Context: an optimization exercise on an open-source flow, tuned for small area, a short achievable clock period and few clock cycles. The choices shown serve that exercise and are no tape-out recipe. Function was checked by simulation only, so behaviour that the tests miss may differ from the original. No activity file was given, so power comes from the tool's default toggle rates.

### config.mk
export PLATFORM = sky130hd
export DESIGN_NAME = crc_fc_core
export DESIGN_NICKNAME = crc_fc_core
export VERILOG_FILES = /design/flow/design.v
export SDC_FILE = /design/flow/constraint.sdc
export NUM_CORES = 4
export LEC_CHECK = 0
export CAP_MARGIN = 20
export CORE_MARGIN = 2
export CORE_UTILIZATION = 40
export SLEW_MARGIN = 20
### constraint.sdc
create_clock -name core_clock -period 10.0 [get_ports {clk}]
set_input_delay 2.0000 -clock core_clock [delete_from_list [all_inputs] [get_ports {clk}]]
set_output_delay 2.0000 -clock core_clock [all_outputs]
set_load 0.01 [all_outputs]
### design.v
module crc_fc_core (
    input  wire        clk,
    input  wire        rst,           
    input  wire        host_en,
    input  wire        host_we,
    input  wire [4:0]  host_addr,     
    input  wire [31:0] host_wdata,
    output reg  [31:0] host_rdata,    
    output reg         buf_en,
    output reg  [3:0]  buf_we,        
    output reg  [13:0] buf_addr,
    output wire [31:0] buf_wdata,
    input  wire [31:0] buf_rdata,     
    output wire        irq
);
    reg [31:0] cmd;
    reg        busy, done, rej;
    reg        err_any, err_rng;      
    reg        ie;
    reg [15:0] crc;
    reg [15:0] desc_count;
    reg [31:0] arg0, arg1, arg2, arg3;
    reg [31:0] res0, res1;
    reg [3:1]  res2;                  
    reg [15:0] res3;
    reg [31:0] field [0:15];
    reg        ex;                    
    reg        rd;                    
    reg        d1_v, d1_first, d1_last;    
    reg        w_v, w_last;           
    reg [1:0]  w_sp;                  
    reg [31:0] word;                  
    reg        tw1, tw2;              
    reg [7:0]  wa, wb;                
    assign buf_wdata = {wa, wb, wa, wb};
    assign irq = ie & done;
    wire [3:0] errcode = {1'b0, err_any, err_any, err_rng};
    function [15:0] crc32in;
        input [31:0] w;
        reg   [15:0] c;
        integer i;
        begin
            c = 16'd0;
            for (i = 31; i >= 0; i = i - 1)
                c = (c[15] ^ w[i]) ? ((c << 1) ^ 16'h1021) : (c << 1);
            crc32in = c;
        end
    endfunction
    wire hw     = host_en & host_we;
    wire wr_cmd = hw & (host_addr == 5'd0);
    wire accept = wr_cmd & ~busy;
    wire [31:0] wdm = host_wdata & {32{~rst}};    
    wire [7:0] opc = cmd[7:0];
    wire [3:0] sub = cmd[11:8];
    wire       hz  = (cmd[31:12] == 20'd0);
    wire op_seed  = (opc == 8'h01);
    wire op_byte  = (opc == 8'h02);
    wire op_blk   = (opc == 8'h03);
    wire op_pack  = (opc == 8'h10);
    wire op_unpk  = (opc == 8'h11);
    wire op_phenc = (opc == 8'h20);
    wire op_phdec = (opc == 8'h21);
    wire op_scenc = (opc == 8'h22);
    wire op_scdec = (opc == 8'h23);
    wire op_fin   = (opc == 8'h32);
    wire sub0     = (sub == 4'd0);
    wire legal = hz & ((sub0 & (op_seed | op_byte | op_blk | op_fin)) |
                       (~sub[3] & (op_pack | op_unpk)) |
                       op_phenc | op_phdec | op_scenc | op_scdec);
    wire fsel = cmd[5];
    wire [17:0] e_sum = {1'b0, arg0[16:0]} + {1'b0, (fsel ? 17'h1FFFE : arg1[16:0])};
    wire [14:0] e_w = e_sum[16:2];
    wire [1:0]  e_r = e_sum[1:0];
    wire blk_rng = (|arg0[31:17]) | (|arg1[31:17]) | e_sum[17] | (e_sum[16] & (|e_sum[15:0]));
    wire n_zero  = (arg1[16:0] == 17'd0);
    wire fin_rng = (|arg0[31:16]) | (arg0[15:4] == 12'd0);
    wire ok      = ex & legal;
    wire go_blk  = ok & op_blk & ~blk_rng & ~n_zero;
    wire go_fin  = ok & op_fin & ~fin_rng;
    wire go      = go_blk | go_fin;
    wire rng_err = ok & ((op_blk & blk_rng) | (op_fin & fin_rng));
    wire        sr      = (ex & go) | rd;               
    wire [14:0] ba_inc  = {1'b0, buf_addr} + 15'd1;
    wire        last_rd = (e_r == 2'd0) ? (ba_inc == e_w) : ({1'b0, buf_addr} == e_w);
    wire [1:0] s_eff = (d1_first & ~fsel) ? arg0[1:0] : 2'd0;
    wire [1:0] t_eff = d1_last ? (e_r - 2'd1) : 2'd3;
    wire [1:0] shr   = 2'd3 - t_eff;
    wire [1:0] sp    = s_eff + shr;
    wire [31:0] rdat = {buf_rdata[31:16], ((d1_first & fsel) ? arg0[15:0] : buf_rdata[15:0])};
    wire [31:0] shd  = rdat >> {shr, 3'b000};
    wire [31:0] aligned = {shd[31:24] & {8{sp == 2'd0}},
                           shd[23:16] & {8{sp[1] == 1'b0}},
                           shd[15:8]  & {8{sp != 2'd3}},
                           shd[7:0]};
    wire [15:0] c_in = fsel ? res3 : crc;
    wire [31:0] c_sh = (w_sp == 2'd0) ? {c_in, 16'd0} :
                       (w_sp == 2'd1) ? {8'd0, c_in, 8'd0} :
                       (w_sp == 2'd2) ? {16'd0, c_in} : {24'd0, c_in[15:8]};
    wire [15:0] fold = crc32in(word ^ c_sh) ^ ((w_sp == 2'd3) ? {c_in[7:0], 8'd0} : 16'd0);
    reg [31:0] pack_word;
    always @(*) begin
        case (sub[2:0])
            3'd0: pack_word = {16'd0, field[0][7:0], field[1][0], field[2][2:0], field[3][3:0]};
            3'd1: pack_word = {field[0][0], field[1][0], field[2][0], field[3][0],
                               field[4][3:0], field[5][23:0]};
            3'd2: pack_word = {16'd0, field[0][1:0], field[1][0], field[2][0], field[3][0],
                               field[4][0], field[5][0], field[6][2:0], field[7][1:0],
                               field[8][3:0]};
            3'd3: pack_word = {16'd0, field[0][11:0], field[1][0], field[2][0], field[3][0],
                               field[4][0]};
            3'd4, 3'd5: pack_word = {field[0][7:0], field[1][23:0]};
            3'd6: pack_word = {field[0][15:0], field[1][15:0]};
            default: pack_word = {16'd0, field[0][14:0], field[1][0]};
        endcase
    end
    reg [31:0] unpacked [0:8];
    reg [8:0]  unpack_we;
    integer u;
    always @(*) begin
        for (u = 0; u < 9; u = u + 1)
            unpacked[u] = 32'd0;
        unpack_we = 9'd0;
        case (sub[2:0])
            3'd0: begin
                unpacked[0] = {24'd0, arg0[15:8]};
                unpacked[1] = {31'd0, arg0[7]};
                unpacked[2] = {29'd0, arg0[6:4]};
                unpacked[3] = {28'd0, arg0[3:0]};
                unpack_we   = 9'h00F;
            end
            3'd1: begin
                unpacked[0] = {31'd0, arg0[31]};
                unpacked[1] = {31'd0, arg0[30]};
                unpacked[2] = {31'd0, arg0[29]};
                unpacked[3] = {31'd0, arg0[28]};
                unpacked[4] = {28'd0, arg0[27:24]};
                unpacked[5] = {8'd0,  arg0[23:0]};
                unpack_we   = 9'h03F;
            end
            3'd2: begin
                unpacked[0] = {30'd0, arg0[15:14]};
                unpacked[1] = {31'd0, arg0[13]};
                unpacked[2] = {31'd0, arg0[12]};
                unpacked[3] = {31'd0, arg0[11]};
                unpacked[4] = {31'd0, arg0[10]};
                unpacked[5] = {31'd0, arg0[9]};
                unpacked[6] = {29'd0, arg0[8:6]};
                unpacked[7] = {30'd0, arg0[5:4]};
                unpacked[8] = {28'd0, arg0[3:0]};
                unpack_we   = 9'h1FF;
            end
            3'd3: begin
                unpacked[0] = {20'd0, arg0[15:4]};
                unpacked[1] = {31'd0, arg0[3]};
                unpacked[2] = {31'd0, arg0[2]};
                unpacked[3] = {31'd0, arg0[1]};
                unpacked[4] = {31'd0, arg0[0]};
                unpack_we   = 9'h01F;
            end
            3'd4, 3'd5: begin
                unpacked[0] = {24'd0, arg0[31:24]};
                unpacked[1] = {8'd0,  arg0[23:0]};
                unpack_we   = 9'h003;
            end
            3'd6: begin
                unpacked[0] = {16'd0, arg0[31:16]};
                unpacked[1] = {16'd0, arg0[15:0]};
                unpack_we   = 9'h003;
            end
            default: begin
                unpacked[0] = {17'd0, arg0[15:1]};
                unpacked[1] = {31'd0, arg0[0]};
                unpack_we   = 9'h003;
            end
        endcase
    end
    wire unpk_go = ok & op_unpk & ~rst;
    wire [31:0] hsel = hw ? (32'd1 << host_addr) : 32'd0;
    integer k;
    always @(posedge clk) begin
        for (k = 0; k < 16; k = k + 1) begin
            if (k < 9) begin
                if (unpk_go & unpack_we[k])
                    field[k] <= unpacked[k];
                else if (rst | hsel[16 + k])
                    field[k] <= wdm;
            end else begin
                if (rst | hsel[16 + k])
                    field[k] <= wdm;
            end
        end
        if (rst | hsel[8])  arg0 <= wdm;
        if (rst | hsel[9])  arg1 <= wdm;
        if (rst | hsel[10]) arg2 <= wdm;
        if (rst | hsel[11]) arg3 <= wdm;
        if (rst | hsel[4])  desc_count <= wdm[15:0];
        if (rst | (accept)) cmd <= wdm;
    end
    always @(posedge clk) begin
        case (host_addr)
            5'd0:  host_rdata <= cmd;
            5'd1:  host_rdata <= {24'd0, errcode, 1'b0, rej, done, busy};
            5'd2:  host_rdata <= {31'd0, ie};
            5'd3:  host_rdata <= {16'd0, crc};
            5'd4:  host_rdata <= {16'd0, desc_count};
            5'd8:  host_rdata <= arg0;
            5'd9:  host_rdata <= arg1;
            5'd10: host_rdata <= arg2;
            5'd11: host_rdata <= arg3;
            5'd12: host_rdata <= res0;
            5'd13: host_rdata <= res1;
            5'd14: host_rdata <= {28'd0, res2, 1'b0};
            5'd15: host_rdata <= {16'd0, res3};
            5'd5, 5'd6, 5'd7: host_rdata <= 32'd0;
            default: host_rdata <= field[host_addr[3:0]];
        endcase
    end
    always @(posedge clk) begin
        if (accept) begin
            word <= {24'd0, arg0[7:0]};
            w_sp <= 2'd3;
        end else begin
            word <= aligned;
            w_sp <= sp;
        end
        w_last   <= d1_last;
        d1_first <= ex;
        d1_last  <= last_rd;
        if (rst) begin
            busy    <= 1'b0;
            done    <= 1'b0;
            rej     <= 1'b0;
            err_any <= 1'b0;
            err_rng <= 1'b0;
            ie      <= 1'b0;
            crc     <= 16'hFFFF;
            res0    <= 32'd0;
            res1    <= 32'd0;
            res2    <= 3'd0;
            res3    <= 16'd0;
            ex      <= 1'b0;
            rd      <= 1'b0;
            d1_v    <= 1'b0;
            w_v     <= 1'b0;
            tw1     <= 1'b0;
            tw2     <= 1'b0;
            buf_en  <= 1'b0;
        end else begin
            ex   <= accept;
            d1_v <= sr;
            w_v  <= d1_v;
            if (wr_cmd) begin
                if (busy) rej <= 1'b1;
                else begin
                    busy    <= 1'b1;
                    done    <= 1'b0;
                    err_any <= 1'b0;
                    err_rng <= 1'b0;
                end
            end
            if (hsel[1]) begin
                if (host_wdata[1]) begin
                    done    <= 1'b0;
                    err_any <= 1'b0;
                    err_rng <= 1'b0;
                end
                if (host_wdata[2]) rej <= 1'b0;
            end
            if (hsel[2]) ie  <= host_wdata[0];
            if (hsel[3]) crc <= host_wdata[15:0];
            buf_en <= 1'b0;
            buf_we <= 4'd0;
            if (accept) begin
                buf_en   <= 1'b1;
                buf_addr <= host_wdata[5] ? 14'd0 : arg0[15:2];
            end
            if (sr) begin
                if (!last_rd) begin
                    buf_en   <= 1'b1;
                    buf_addr <= ba_inc[13:0];
                    rd       <= 1'b1;
                end else begin
                    rd <= 1'b0;
                    if (fsel) begin
                        buf_en   <= 1'b1;
                        buf_we   <= 4'b0011;
                        buf_addr <= 14'd0;
                        wa       <= arg0[15:8];
                        wb       <= arg0[7:0];
                    end
                end
            end
            if (w_v) begin
                if (fsel) res3 <= fold;
                else      crc  <= fold;
                if (w_last) begin
                    if (fsel) begin
                        tw1      <= 1'b1;
                        tw2      <= (e_r == 2'd3);
                        buf_en   <= 1'b1;
                        buf_addr <= e_w[13:0];
                        case (e_r)
                            2'd0: buf_we <= 4'b1100;
                            2'd1: buf_we <= 4'b0110;
                            2'd2: buf_we <= 4'b0011;
                            default: buf_we <= 4'b0001;
                        endcase
                        wa <= e_r[0] ? fold[7:0]  : fold[15:8];
                        wb <= e_r[0] ? fold[15:8] : fold[7:0];
                    end else begin
                        res0 <= {16'd0, fold};
                        busy <= 1'b0;
                        done <= 1'b1;
                    end
                end
            end
            if (tw1) begin
                if (tw2) begin
                    tw2      <= 1'b0;
                    buf_en   <= 1'b1;
                    buf_addr <= ba_inc[13:0];
                    buf_we   <= 4'b1000;
                end else begin
                    tw1  <= 1'b0;
                    busy <= 1'b0;
                    done <= 1'b1;
                end
            end
            if (ex && !go) begin
                busy <= 1'b0;
                done <= 1'b1;
                if (!legal) begin
                    err_any <= 1'b1;
                end else if (rng_err) begin
                    err_any <= 1'b1;
                    err_rng <= 1'b1;
                end else begin
                    if (op_seed) begin
                        crc  <= arg0[15:0];
                        res0 <= {16'd0, arg0[15:0]};
                    end
                    if (op_byte) begin
                        crc  <= fold;
                        res0 <= {16'd0, fold};
                    end
                    if (op_blk)    
                        res0 <= {16'd0, crc};
                    if (op_pack)
                        res0 <= pack_word;
                    if (op_phenc | op_phdec) begin
                        if (sub[1]) begin
                            res0 <= arg0;
                            res1 <= arg1;
                            res2 <= 3'b100;
                        end else begin
                            if (op_phenc) begin
                                res0 <= {arg0[15:0], arg1[15:0]};
                                res1 <= 32'd0;
                            end else begin
                                res0 <= {{16{arg0[31] & ~sub[0]}}, arg0[31:16]};
                                res1 <= {{16{arg0[15]}}, arg0[15:0]};
                            end
                            res2 <= 3'b010;
                        end
                    end
                    if (op_scenc | op_scdec) begin
                        if (sub[0]) begin
                            res0 <= arg0;
                            res2 <= 3'b010;
                        end else begin
                            res0 <= {{16{arg0[15] & op_scdec}}, arg0[15:0]};
                            res2 <= 3'b001;
                        end
                    end
                end
            end
            if (go_fin) begin
                res1 <= {16'd0, arg0[15:0]};
                res3 <= 16'hFFFF;
            end
        end
    end
endmodule
### run.sh
#!/bin/bash
# synth_recipe.tcl (not shown) runs the flow's synth.tcl, then flattens the netlist and writes it again
# the make line also repeats each setting of config.mk as NAME=value (left out here)
make -C /OpenROAD-flow-scripts/flow DESIGN_CONFIG=/design/flow/config.mk WORK_HOME=/design/flow/orfs CLKGATE_MAP_FILE= SYNTH_SCRIPT=/design/flow/synth_recipe.tcl finish
==> impl_metrics.xml <==
<?xml version="1.0" encoding="UTF-8"?>
<metrics>
  <group name="floorplan">
    <metric name="die-height" unit="um">336</metric>
    <metric name="die-width" unit="um">336</metric>
    <metric name="placement_rows" unit="">121</metric>
    <metric name="die_area" unit="mm^2">0.113</metric>
    <metric name="initial_cell_density_of_the_core" unit="%">40.4</metric>
    <metric name="design.core.area" unit="mm^2">0.109</metric>
    <metric name="ios" unit="">157</metric>
  </group>
  <group name="yosys">
    <metric name="edff_count_synth" unit="">722</metric>
    <metric name="synth_top_area_share" unit="%">49.2</metric>
    <metric name="synth_area_leaders" unit="">edfxtp_1, dfxtp_1, a22oi_1</metric>
    <metric name="yosysMostFrequentCell" unit="">edfxtp_1</metric>
    <metric name="gate_count_of_the_mapped_netlist" unit="">3975</metric>
    <metric name="ys_types" unit="">75</metric>
    <metric name="synthesis.area" unit="mm^2">0.0441</metric>
    <metric name="multiplexer_share_of_the_synthesized_area" unit="%">3.17</metric>
    <metric name="synth.yosys.seq_area_share" unit="%">57.4</metric>
    <metric name="synth_nets" unit="">4072</metric>
    <metric name="yosys-top-cells-count" unit="">edfxtp_1, a21oi_1, nand2_1</metric>
    <metric name="post_synth_xor_area_fraction" unit="%">4.36</metric>
    <metric name="postSynth.asyncResetShare" unit="%">0</metric>
    <metric name="synth_top_area_cell" unit="">edfxtp_1</metric>
    <metric name="ys_ff_latch" unit="">903</metric>
    <metric name="ys.warnings.count" unit="">3</metric>
    <metric name="dominant_combinational_cell_family_by_area_after_synthesis" unit="">compound AO/OA/AOI/OAI gates</metric>
    <metric name="synth_compound_gate_area_share" unit="%">19.0</metric>
    <metric name="post_synth_fa_ha_maj_area_fraction" unit="%">0.698</metric>
    <metric name="post_synthesis_average_cell_area" unit="um^2">11.1</metric>
    <metric name="synth_top_flop_cell" unit="">edfxtp_1</metric>
    <metric name="post_synth_and_or_nand_nor_area_fraction" unit="%">11.6</metric>
  </group>
  <group name="sta">
    <metric name="timing_worst_slew_pin_value" unit="ns">1.19</metric>
    <metric name="finalCriticalPeriod" unit="ns">6.33</metric>
    <metric name="finalHoldWorstSlack" unit="ns">0.397</metric>
    <metric name="finalSetupViolCount" unit="">0</metric>
    <metric name="grt_setup_unrepaired" unit="">false</metric>
    <metric name="fin_skew" unit="ns">0.0703</metric>
    <metric name="slew_headroom" unit="%">21.0</metric>
    <metric name="ratio_of_final_minimum_period_to_clock_period" unit="%">63.3</metric>
    <metric name="setup-tns-final" unit="ns">0</metric>
    <metric name="finalHoldViolCount" unit="">0</metric>
    <metric name="achievable-frequency" unit="GHz">0.158</metric>
    <metric name="final_max_slew_viol_count" unit="">0</metric>
    <metric name="timing.final.ws_setup" unit="ns">3.67</metric>
  </group>
  <group name="cts">
    <metric name="cts_tree" unit="">yes</metric>
    <metric name="clock_tree.root_cell" unit="">clkbuf_16</metric>
    <metric name="tritoncts.num_buffers" unit="">95</metric>
    <metric name="ctsLongestPathBuffers" unit="">3</metric>
    <metric name="depth_of_the_cts_h_tree" unit="">3</metric>
    <metric name="cts_setup_buffers" unit="">0</metric>
    <metric name="clock_sinks" unit="">903</metric>
    <metric name="cts_hold_repair.buffers" unit="">0</metric>
    <metric name="cts_repair_resize_count" unit="">0</metric>
    <metric name="insertion_delay" unit="ns">0.73</metric>
    <metric name="path_clk_slew" unit="ns">0.06</metric>
  </group>
  <group name="global_routing">
    <metric name="antenna_found_initial" unit="">19</metric>
    <metric name="grt_pass1_wl" unit="mm">269</metric>
    <metric name="grt_use_total" unit="%">33.3</metric>
    <metric name="first_global_vias" unit="">35300</metric>
    <metric name="grt_start_max_net_pins" unit="">138</metric>
    <metric name="grt-ovfl-total" unit="">0</metric>
  </group>
  <group name="critical_path">
    <metric name="cp-start-kind" unit="">register</metric>
    <metric name="critPathMaxStageDelay" unit="ns">0.93</metric>
    <metric name="r2r_setup_slack" unit="ns">3.67</metric>
    <metric name="cp.required" unit="ns">10.50</metric>
    <metric name="timing.rr.start" unit="">arg1[0]$_DFFE_PP_</metric>
    <metric name="worstPathMaxFanout" unit="">39</metric>
    <metric name="crit_arrival" unit="ns">6.83</metric>
    <metric name="worst_path_most_repeated_cell" unit="">ha_1</metric>
    <metric name="crit_buf_inv" unit="">1</metric>
    <metric name="timing.rr.end" unit="">crc[2]$_SDFF_PP1_</metric>
    <metric name="setup.worst_path.class" unit="">reg2reg</metric>
    <metric name="rr_worst_depth" unit="">12</metric>
    <metric name="path_cells" unit="">nor2b_1 &gt; ha_1 &gt; inv_1 &gt; ha_1 &gt; o2111ai_1 &gt; or4_1 &gt; or4b_1 &gt; a2111o_1 &gt; o2111a_1 &gt; or3_4 &gt; nor2_1 &gt; o21ai_0</metric>
    <metric name="cp-end-kind" unit="">register</metric>
    <metric name="timing.critical_path.slowest_stage_cell" unit="">nor2_1</metric>
    <metric name="critPathTopFamily" unit="">simple AND/OR/NAND/NOR gates</metric>
  </group>
  <group name="power_and_ir_drop">
    <metric name="ir_worst_vdd" unit="mV">0.249</metric>
    <metric name="power_per_cell_area" unit="mW/mm^2">226</metric>
    <metric name="total_design_power" unit="mW">11.5</metric>
    <metric name="p_leak" unit="nW">17.8</metric>
  </group>
  <group name="layout">
    <metric name="drive_above_1_share" unit="%">10.8</metric>
    <metric name="fillerInstances" unit="">10000</metric>
    <metric name="layoutNonFillerInstCount" unit="">5530</metric>
    <metric name="final_core_util" unit="%">46.8</metric>
    <metric name="syn_to_final_growth" unit="%">15.6</metric>
    <metric name="finish.net_count" unit="">4130</metric>
    <metric name="design_area" unit="mm^2">0.0510</metric>
  </group>
  <group name="drt">
    <metric name="ant_nets" unit="">0</metric>
    <metric name="routedWlPerCell" unit="um">34.7</metric>
    <metric name="detailroute.via_count" unit="">37400</metric>
    <metric name="dr.first_iter.drc_count" unit="">5956</metric>
    <metric name="totalWireLength" unit="mm">192</metric>
    <metric name="route.detailed.drc" unit="">0</metric>
    <metric name="firstDrtPassIters" unit="">9</metric>
    <metric name="vias_per_cell" unit="">6.76</metric>
  </group>
  <group name="placement">
    <metric name="place_inst" unit="">5349</metric>
    <metric name="port-buffer-count" unit="">156</metric>
    <metric name="hpwlAfterDp" unit="mm">125</metric>
    <metric name="detailed_place.area" unit="mm^2">0.0476</metric>
    <metric name="gp_congestion" unit="">1.02</metric>
    <metric name="dp_slack" unit="ns">3.77</metric>
  </group>
  <group name="min_path">
    <metric name="end_point_of_the_worst_hold_path" unit="">w_last$_DFF_P_</metric>
    <metric name="hold_path_startpoint" unit="">d1_last$_DFF_P_</metric>
    <metric name="min-delay-path-class" unit="">reg2reg</metric>
    <metric name="hold-path-cell-count" unit="">0</metric>
  </group>
  <group name="outcome">
    <metric name="outcome" unit="">timing/DRC/antenna clean</metric>
  </group>
  <group name="run">
    <metric name="maxCapViolations" unit="">0</metric>
  </group>
</metrics>
area by class of cell:
type / count / area, um^2 / share of cell area [%]
well taps: 1414 / 1770 / 3.47
multi-input cells: 2650 / 17500 / 34.4
repair buffers: 306 / 2770 / 5.43
flip-flops and latches: 903 / 25300 / 49.7
clock buffers: 133 / 2690 / 5.29
diodes: 2 / 5.00 / 0.00982
clock inverters: 45 / 603 / 1.18
inverters: 77 / 292 / 0.572
state kept, by name (all words and copies together) (netlist names), 2 cells and up:
signal / cells
field: 512
arg0: 32
arg1: 32
arg2: 32
arg3: 32
cmd: 32
host_rdata: 32
res0: 32
res1: 32
word: 32
crc: 16
desc_count: 16
res3: 16
buf_addr: 14
wa: 8
wb: 8
buf_we: 4
res2: 3
w_sp: 2
worst max path at each step:
stage | end | slack, ns | cells past startpoint | startpoint
3_5_place_dp | crc[15]$_SDFF_PP1_ | 3.77 | 12 | arg1[0]$_DFFE_PP_
4_1_cts | crc[15]$_SDFF_PP1_ | 3.76 | 12 | arg1[0]$_DFFE_PP_
5_1_grt | crc[8]$_SDFF_PP1_ | 3.32 | 12 | arg1[0]$_DFFE_PP_
2_1_floorplan | field[12][0]$_DFFE_PP_ | 3.10 | 5 | host_addr[4]
6_report | crc[2]$_SDFF_PP1_ | 3.67 | 12 | arg1[0]$_DFFE_PP_
3_3_place_gp | crc[5]$_SDFF_PP1_ | 3.86 | 12 | arg1[0]$_DFFE_PP_
placed cells by master (no fill, tap or decap), types with 21 or more instances in the layout:
cell and n:
o21ai_0 222, dfxtp_1 181, a211oi_1 84, ha_1 23, a222oi_1 47, clkdlybuf4s50_1 153
clkbuf_1 24, xor2_1 52, nand3_1 118, o22ai_1 61, a31oi_1 30, nor3_1 33
mux2_2 35, a22oi_1 251, nand4_1 39, mux2i_1 64, a221oi_1 70, xnor2_1 89
nor2_1 260, a21o_1 27, clkbuf_16 98, nand3b_1 22, and3_1 57, a21oi_1 334
edfxtp_1 722, inv_1 75, or3_1 21, buf_4 144, and2_1 75, nand2_1 302
layer usage:
layer / vias to the layer above / global-route usage (%) / part of all wire [%]
met5: - / 0 / 0.096
li1: 15400 / - / -
met4: 24 / 18.9 / 6.8
met3: 697 / 9.48 / 13
met2: 2861 / 50.3 / 44
met1: 18400 / 42.9 / 37
power by group:
part,switching [mW],internal (mW)
registers,0.180,4.36
clock network,1.60,2.18
logic,2.19,1.02
cell families (layout without fill, tap and decap cells):
group           Yosys count  count (layout)
simple gates           1068            1068
flops                   903             903
fa+ha+maj                24              24
buf+inv                 422             561
xor+xnor                173             173
mux                     115             115
other cells               0               2
compound gates         1270            1270
worst reg2reg max path: stages (launching register included):
cell and delay (ns):
edfxtp_1 0.54, nor2b_1 0.22, ha_1 0.54, inv_1 0.48, ha_1 0.64, o2111ai_1 0.24
or4_1 0.42, or4b_1 0.51, a2111o_1 0.41, o2111a_1 0.31, or3_4 0.64, nor2_1 0.94
o21ai_0 0.24
Testbench counts, summed over its fixed seeds: cycles 14,693.

port drivers added, routing unchanged:
Ports are ideal in the flow. The routed layout listed here was re-timed in OpenROAD.
Step 1 sets driving cells, clkbuf_16 on the clock port and buf_2 on the other inputs (assumed; they add their load-dependent delay and slew).
Step 2 adds t to the input delays and takes it off the output delays; t is the mean of the earliest and latest rising clock arrival at the registers after step 1. Input paths then give back, and output paths get back, about the clock's delay inside the block.
Slacks: ideal ports / drivers / drivers and shift; pairs: ideal ports / drivers.
shift t [ns]: 0.772
slack for setup (ns): 3.672 / 3.672 / 3.672
slew at the worst register clock pin (ns): 0.07 / 0.07
worst slew at a driven data input, ns: 0.09
After both steps setup and hold are still met in this run. The setup slack of this run moves by 0.000 ns with the drivers and by 0.000 ns with both steps.
